Background: an optimization exercise with open tools, aiming at small area, a short achievable clock period and few clock cycles. Do not read the settings as production practice.
The RTL was checked by simulation tests, not by an equivalence proof against the original design.

## try-raven
Design jel_fsel, start of the top module:
module jel_fsel (
    input  wire        clk,
    input  wire        rst,           
    input  wire        qt_we,
    input  wire [5:0]  qt_addr,
    input  wire [15:0] qt_wdata,
    input  wire        cmd_valid,
    output wire        cmd_ready,
    input  wire        cmd_op,        
    input  wire [6:0]  cmd_arg,       
    input  wire [6:0]  cmd_pool,      
    input  wire [15:0] cmd_nlevels,   
    output reg         rsp_valid,
    output reg  [7:0]  rsp_code,      
    output reg  [6:0]  rsp_result,
    output reg  [6:0]  nfreqs,
    input  wire [5:0]  freq_addr,
    output reg  [5:0]  freq_data
);
    function [4:0] qcode8(input [7:0] q);
        case (q)
        8'd1: qcode8 = 5'd30;
        8'd2: qcode8 = 5'd29;
        8'd3: qcode8 = 5'd28;
        8'd4: qcode8 = 5'd27;
        8'd5: qcode8 = 5'd26;
        8'd6: qcode8 = 5'd25;
        8'd7: qcode8 = 5'd24;
        8'd8: qcode8 = 5'd23;
        8'd9: qcode8 = 5'd22;
        8'd10: qcode8 = 5'd21;
        8'd11: qcode8 = 5'd20;
        8'd12: qcode8 = 5'd19;
        8'd13: qcode8 = 5'd18;
        8'd14: qcode8 = 5'd17;
        8'd15: qcode8 = 5'd16;
        8'd16: qcode8 = 5'd15;
        8'd17: qcode8 = 5'd15;
        8'd18: qcode8 = 5'd14;
        8'd19: qcode8 = 5'd13;
        8'd20: qcode8 = 5'd12;
        8'd21: qcode8 = 5'd12;
        8'd22: qcode8 = 5'd11;
        8'd23: qcode8 = 5'd11;
        8'd24: qcode8 = 5'd10;
        8'd25: qcode8 = 5'd10;
        8'd26: qcode8 = 5'd9;
        8'd27: qcode8 = 5'd9;
        8'd28: qcode8 = 5'd9;
        8'd29: qcode8 = 5'd8;
        8'd30: qcode8 = 5'd8;
  ...
==> flow/config.mk <==
export PLATFORM = sky130hd
export DESIGN_NAME = jel_fsel
export DESIGN_NICKNAME = jel_fsel
export VERILOG_FILES = /design/flow/design.v
export SDC_FILE = /design/flow/constraint.sdc
export NUM_CORES = 4
export LEC_CHECK = 0
export CAP_MARGIN = 20
export CORE_MARGIN = 2
export CORE_UTILIZATION = 65
export CTS_BUF_LIST = sky130_fd_sc_hd__clkbuf_8
export CTS_CLUSTER_DIAMETER = 50
export CTS_CLUSTER_SIZE = 14
export PLACE_DENSITY = 0.85
export SLEW_MARGIN = 20
==> flow/constraint.sdc <==
create_clock -name core_clock -period 35.0 [get_ports {clk}]
set_input_delay 7.0000 -clock core_clock [delete_from_list [all_inputs] [get_ports {clk}]]
set_output_delay 7.0000 -clock core_clock [all_outputs]
set_load 0.01 [all_outputs]
standard.sh (not shown) runs the stock make flow with config.mk's settings and CLKGATE_MAP_FILE= SYNTH_SCRIPT=/design/flow/synth_recipe.tcl, a recipe that flattens the netlist after the stock synthesis.
==> flow/flow/run.sh <==
#!/bin/bash
# Layout flow: the standard flow (standard.sh) with
#  - a longer ABC mapping script (flow/abc_speed.script) in synthesis; the
#    rest of synthesis, and so every register, is as standard,
#  - buf_2 cells as the port buffers,
#  - clock tree synthesis without dummy loads at the leaves,
#  - timing repair aiming for extra setup slack.
set -euo pipefail
rm -rf scripts_abc
cp -r "$FLOW_HOME/scripts" scripts_abc
cp flow/abc_speed.script scripts_abc/abc_speed.script
export SCRIPTS_DIR="$PWD/scripts_abc"
export BUFFER_PORTS_ARGS="-buffer_cell sky130_fd_sc_hd__buf_2"
export CTS_ARGS="-sink_clustering_enable -repair_clock_nets -buf_list sky130_fd_sc_hd__clkbuf_8 -sink_clustering_size 14 -sink_clustering_max_diameter 50 -dont_use_dummy_load"
export SETUP_SLACK_MARGIN=18.5
bash standard.sh > standard.log 2>&1
==> flow/flow/abc_speed.script <==
strash
&get -n
&st
&syn2
&synch2
&dch -f
&nf -R 1000
&put
topo
stime -c
buffer -c
upsize -c
dnsize -c
Testbench counts of try-raven, summed over its fixed seeds: cycles 768.
Input-level comparison between try-umber and try-raven:
- CORE_UTILIZATION: 65 -> 40
- CTS_BUF_LIST: sky130_fd_sc_hd__clkbuf_8 -> sky130_fd_sc_hd__clkbuf_4
- CTS_CLUSTER_DIAMETER: 50 -> unset
- PLACE_DENSITY: 0.85 -> unset
- CTS_CLUSTER_SIZE: 14 -> unset
==> flow/flow/run.sh <==
#!/bin/bash
# Layout flow: the standard flow (standard.sh) with
#  - a longer ABC mapping script (flow/abc_speed.script) in synthesis; the
#    rest of synthesis, and so every register, is as standard,
#  - buf_2 cells as the port buffers,
#  - timing repair aiming for extra setup slack.
set -euo pipefail
rm -rf scripts_abc
cp -r "$FLOW_HOME/scripts" scripts_abc
cp flow/abc_speed.script scripts_abc/abc_speed.script
export SCRIPTS_DIR="$PWD/scripts_abc"
export BUFFER_PORTS_ARGS="-buffer_cell sky130_fd_sc_hd__buf_2"
export SETUP_SLACK_MARGIN=17
bash standard.sh > standard.log 2>&1
--- outcome ---
[compare] base=try-raven new=try-umber: post-route minimum period has increased; final area has increased.
Die boundary height (higher): try-umber
Cmp try-raven and try-umber / global-route track usage on met1 / higher: try-raven
try-umber ends up with a total number of cells along the worst setup path that is 4 higher than in try-raven.
Wire length (lower): try-raven
NOTE count of non-filler cells in the finished layout try-raven->try-umber increased by more than 10%
try-umber was carried through to the last stage, and its layout satisfied the timing, DRC and antenna checks.
Inputs modified between try-umber and try-yarrow:
--- a/flow/flow/run.sh
+++ b/flow/flow/run.sh
@@ -4,4 +4,5 @@
 #    rest of synthesis, and so every register, is as standard,
 #  - buf_2 cells as the port buffers,
+#  - clock tree synthesis without dummy loads at the leaves,
 #  - timing repair aiming for extra setup slack.
 set -euo pipefail
@@ -11,4 +12,5 @@
 export SCRIPTS_DIR="$PWD/scripts_abc"
 export BUFFER_PORTS_ARGS="-buffer_cell sky130_fd_sc_hd__buf_2"
-export SETUP_SLACK_MARGIN=17
+export CTS_ARGS="-sink_clustering_enable -repair_clock_nets -buf_list sky130_fd_sc_hd__clkbuf_4 -dont_use_dummy_load"
+export SETUP_SLACK_MARGIN=18.5
 bash standard.sh > standard.log 2>&1
## What came out
Changes observed in try-yarrow relative to try-umber: arrival time reported for the critical path endpoint fell 0.05 ns; transition time at the pin with the least slew margin -0.080 ns.
[compare] base=try-umber new=try-yarrow: growth of design area from synthesis to finish down 1.1 points, register-to-register slack up 0.03 ns.
In the reports for try-yarrow and try-umber, the larger routed wire length per instance belongs to try-yarrow.
NOTE sum of routed wire length over all layers try-umber->try-yarrow decreased slightly
Relative to try-yarrow, the following input files were edited for try-maple:
- a change of CTS_BUF_LIST from sky130_fd_sc_hd__clkbuf_4 to sky130_fd_sc_hd__clkbuf_8
- an added CTS_CLUSTER_SIZE of 14
- a change of CORE_UTILIZATION from 40 to 60
- an added CTS_CLUSTER_DIAMETER of 50
--- a/flow/flow/run.sh
+++ b/flow/flow/run.sh
@@ -12,5 +12,5 @@
 export SCRIPTS_DIR="$PWD/scripts_abc"
 export BUFFER_PORTS_ARGS="-buffer_cell sky130_fd_sc_hd__buf_2"
-export CTS_ARGS="-sink_clustering_enable -repair_clock_nets -buf_list sky130_fd_sc_hd__clkbuf_4 -dont_use_dummy_load"
+export CTS_ARGS="-sink_clustering_enable -repair_clock_nets -buf_list sky130_fd_sc_hd__clkbuf_8 -sink_clustering_size 14 -sink_clustering_max_diameter 50 -dont_use_dummy_load"
 export SETUP_SLACK_MARGIN=18.5
 bash standard.sh > standard.log 2>&1
Notes after the runs:
- Changes observed in try-maple relative to try-yarrow: worst clock skew lost 0.028 ns, overall track demand over capacity in global routing picked up an extra 12 points, minimum setup slack in the final design picked up an extra 0.064 ns, critical path depth picked up an extra 2.
- The chip height in try-maple is 0.820 times that in try-yarrow.
- try-maple: inverter count is 1 lower than what try-yarrow reported.
- Of try-maple and try-yarrow, the run reporting the lower proportion of final cell area spent on non-clock buffers was try-yarrow.
- Compared with try-yarrow, try-maple shows a highest clock frequency the design can meet that is 0.36% higher.
#### Input delta (try-willow over try-maple)
- changing CTS_BUF_LIST from sky130_fd_sc_hd__clkbuf_8 to sky130_fd_sc_hd__clkbuf_4
- changing CORE_UTILIZATION from 60 to 65
- removing CTS_CLUSTER_SIZE (formerly 14)
- setting PLACE_DENSITY to 0.85 for the first time
- removing CTS_CLUSTER_DIAMETER (formerly 50)
--- a/flow/flow/run.sh
+++ b/flow/flow/run.sh
@@ -12,5 +12,5 @@
 export SCRIPTS_DIR="$PWD/scripts_abc"
 export BUFFER_PORTS_ARGS="-buffer_cell sky130_fd_sc_hd__buf_2"
-export CTS_ARGS="-sink_clustering_enable -repair_clock_nets -buf_list sky130_fd_sc_hd__clkbuf_8 -sink_clustering_size 14 -sink_clustering_max_diameter 50 -dont_use_dummy_load"
+export CTS_ARGS="-sink_clustering_enable -repair_clock_nets -buf_list sky130_fd_sc_hd__clkbuf_4 -dont_use_dummy_load"
 export SETUP_SLACK_MARGIN=18.5
 bash standard.sh > standard.log 2>&1
==> comparison <==
Summary of try-willow over try-maple: final cycle utilization of the critical path has remained practically unchanged; final worst setup slack has increased; total of plain and repair buffers excluding clock buffers decreased by 3.8% relative to the old numbers; final antenna diode count saw an increase; shortest clock period the worst path allows after layout down 0.029 ns.

afterwards: timing with drivers on the ports:
The results above use ideal ports. As a check the final layouts listed here were re-extracted and re-timed, cells and wires unchanged. Step 1, drivers: a clkbuf_16 drives clk and a buf_2 each remaining input, both assumed. Step 2 also shifts input and output timing later by t, the mid clock arrival at the registers, as if the neighbouring blocks saw the same clock. Slacks: ideal ports / drivers / drivers and shift; pairs: ideal ports / drivers.
| run | shift t [ns] | setup slack, ns | worst hold slack (ns) |
|---|---|---|---|
| try-raven | 0.659 | 17.209 / 17.154 / 17.154 | 0.500 / 0.500 / 0.500 |
| try-umber | 0.865 | 17.062 / 17.011 / 17.011 | 0.507 / 0.507 / 0.507 |
| try-yarrow | 0.843 | 17.106 / 17.057 / 17.057 | 0.503 / 0.503 / 0.503 |
| try-maple | 0.601 | 17.170 / 17.121 / 17.121 | 0.504 / 0.504 / 0.504 |
| try-willow | 0.735 | 17.199 / 17.145 / 17.145 | 0.496 / 0.496 / 0.496 |
After both steps every run listed still meets setup and hold. For try-raven, which loses most, drivers alone change the setup slack by -0.055 ns; drivers and shift together by -0.055 ns.
